Context: an optimization exercise on an open-source flow, tuned for small area, a short achievable clock period and few clock cycles per item. The choices shown serve that exercise and are no tape-out recipe. Function was checked by simulation only, so behaviour that the tests miss may differ from the original. No activity file was given, so power comes from the tool's default toggle rates.

## old
Design wd0_core, start of the top module:
module wd0_core (
    input  wire        clk,
    input  wire        rst,
    input  wire        cmd_valid,
    output wire        cmd_ready,
    input  wire [1:0]  cmd_op,
    input  wire [7:0]  cmd_addr,
    input  wire [15:0] cmd_data,
    output wire        rsp_valid,
    output wire [7:0]  rsp_res,
    output wire [7:0]  rsp_rdata,
    output wire [7:0]  rsp_a,
    output wire [7:0]  rsp_x,
    output wire [7:0]  rsp_y,
    output wire [7:0]  rsp_sp,
    output wire [7:0]  rsp_p,
    output wire [15:0] rsp_pc
);
export LEC_CHECK = 0
export CAP_MARGIN = 20
export CORE_MARGIN = 2
export CORE_UTILIZATION = 40
export SLEW_MARGIN = 20
export SYNTH_MEMORY_MAX_BITS = 4096
create_clock -name core_clock -period 9.0 [get_ports {clk}]
run.sh (not shown) runs the stock make flow with config.mk's settings and CLKGATE_MAP_FILE= SYNTH_SCRIPT=/design/flow/synth_recipe.tcl, a recipe that flattens the netlist after the stock synthesis.
Testbench counts of old, summed over its fixed seeds: cycles 24,024, items 24,000.
Input-level comparison between new and old:
# old
export LEC_CHECK = 0
export CAP_MARGIN = 20
export CORE_MARGIN = 2
export CORE_UTILIZATION = 40
export SLEW_MARGIN = 20
export SYNTH_MEMORY_MAX_BITS = 4096
create_clock -name core_clock -period 9.0 [get_ports {clk}]
# new
export LEC_CHECK = 0
export CAP_MARGIN = 20
export CORE_MARGIN = 2
export CORE_UTILIZATION = 60
export SETUP_SLACK_MARGIN = 5
export SLEW_MARGIN = 20
export SYNTH_MEMORY_MAX_BITS = 4096
create_clock -name core_clock -period 9.0 [get_ports {clk}]
old and new ended up with roughly the same register cell area after layout.
For the total global routing track utilization, new came in 9.7 points higher than old did.
new vs. old: power per cell area went up by 4.3 mW/mm^2.

Another version of the RTL of wd0_core (not shown whole).
For scale: roughly 2400 flip-flops, about 100 I/O pins, about 89000 sq um of cells after synthesis.
clock: 9.0 ns
lec_check: 0
cap_margin: 20
core_margin: 2
core_utilization: 50
cts_cluster_diameter: 80
cts_cluster_size: 24
setup_slack_margin: 5
slew_margin: 20
synth_memory_max_bits: 4096
standard.sh (not shown) runs the stock make flow with config.mk's settings and CLKGATE_MAP_FILE= SYNTH_SCRIPT=/design/flow/synth_recipe.tcl, a recipe that flattens the netlist after the stock synthesis.
==> flow/flow/run.sh <==
#!/bin/bash
set -euo pipefail
bash standard.sh SETUP_SLACK_MARGIN=6.0 \
    "BUFFER_PORTS_ARGS=-buffer_cell sky130_fd_sc_hd__buf_2" finish > standard.log 2>&1
Testbench counts at the start, summed over its fixed seeds: cycles 24,073, items 24,000.
Next try:
==> flow/flow/run.sh (replaced) <==
#!/bin/bash
set -euo pipefail
bash standard.sh SETUP_SLACK_MARGIN=6.2 \
    "BUFFER_PORTS_ARGS=-buffer_cell sky130_fd_sc_hd__buf_2" finish > standard.log 2>&1
--- a/flow/config.mk
+++ b/flow/config.mk
@@ -8,5 +8,5 @@
 export CAP_MARGIN = 20
 export CORE_MARGIN = 2
-export CORE_UTILIZATION = 50
+export CORE_UTILIZATION = 60
 export CTS_CLUSTER_DIAMETER = 80
 export CTS_CLUSTER_SIZE = 24
What happened: Clock power falls by about 3%; total power hardly moves; worst hold slack hardly moves; wire length rises by 2.2%; setup slack is worse by 0.0072 ns; core utilization rises by 12 points; combinational power rises by about 10%; die area falls by about 17%; clock-buffer cell count falls by 19; non-clock buffer count rises by 74; register-to-register slack is better by 0.06 ns.

Setup of epsilon:
wd0_core, a different RTL version from the one above (not shown whole).
Size: roughly 5,400 cells after synthesis, roughly 2,200 flip-flops, ~0.085 mm2 of cells after synthesis.
Settings: LEC_CHECK=0, CAP_MARGIN=20, CORE_MARGIN=2, CORE_UTILIZATION=60, SETUP_SLACK_MARGIN=5, SLEW_MARGIN=20, SYNTH_MEMORY_MAX_BITS=4096; clock period 9.0 ns.
run.sh (not shown) runs the stock make flow with config.mk's settings and CLKGATE_MAP_FILE= SYNTH_SCRIPT=/design/flow/synth_recipe.tcl, a recipe that flattens the netlist after the stock synthesis.
Stock flow here: none of the scripts above is used.
epsilon did not run to completion, as it errored out during 5_1_grt.
Testbench counts of epsilon, summed over its fixed seeds: cycles 24,024, items 24,000.
--- input diff epsilon..beta ---
==> flow/flow/run.sh (new file) <==
#!/bin/bash
set -euo pipefail
bash standard.sh SETUP_SLACK_MARGIN=5.8 finish > standard.log 2>&1
==> flow/standard.sh (new file) <==
#!/bin/bash
# synth_recipe.tcl (not shown) runs the flow's synth.tcl, then flattens the netlist and writes it again
# the make line also repeats each setting of config.mk as NAME=value (left out here)
make -C /OpenROAD-flow-scripts/flow DESIGN_CONFIG=/design/flow/config.mk WORK_HOME=/design/flow/orfs CLKGATE_MAP_FILE= SYNTH_SCRIPT=/design/flow/synth_recipe.tcl "${@:-finish}"
removed: flow/run.sh
Notes after the runs:
beta is listed as incomplete: the tool reported an error in 5_1_grt and the run ended there.
Going from epsilon to beta, number of buffers created by CTS moved up, post-synthesis share of cell area spent on full adders, half adders and majority gates level, synthesized cell count level, worst setup slack after placement moved down.

==> re-timing with driven ports <==
In the flow no input, the clock included, has a driving cell. The finished layouts below were timed again as built, in two steps. Step 1 (the two cells are an assumption about what drives the block):
set clk [get_ports {clk}]
set_driving_cell -lib_cell sky130_fd_sc_hd__clkbuf_16 $clk
set_driving_cell -lib_cell sky130_fd_sc_hd__buf_2 [delete_from_list [all_inputs] $clk]
Step 2, shift: input delay + t, output delay - t, t = (earliest + latest rising clock arrival at the registers) / 2. This alone moves slack from input paths to output paths. a / b / c = ideal ports / drivers / drivers and shift; a / b = the first two.
run	shift t [ns]	setup WS [ns]	worst setup path after step 2	clock arrival spread, ns	worst register clock-pin slew, ns
old	0.932	4.002 / 4.002 / 4.002	register to register	0.041 / 0.041	0.07 / 0.07
new	0.912	4.983 / 4.926 / 4.917	input to register	0.040 / 0.040	0.07 / 0.07
the first run of note 2	0.865	5.866 / 5.780 / 5.046	input to register	0.078 / 0.078	0.10 / 0.10
the second run of note 2	0.866	5.859 / 5.781 / 5.026	input to register	0.058 / 0.058	0.10 / 0.10
After both steps every run listed still meets setup and hold. The setup slack of the second run of note 2, which loses most, moves by -0.078 ns with the drivers and by -0.833 ns with both steps.
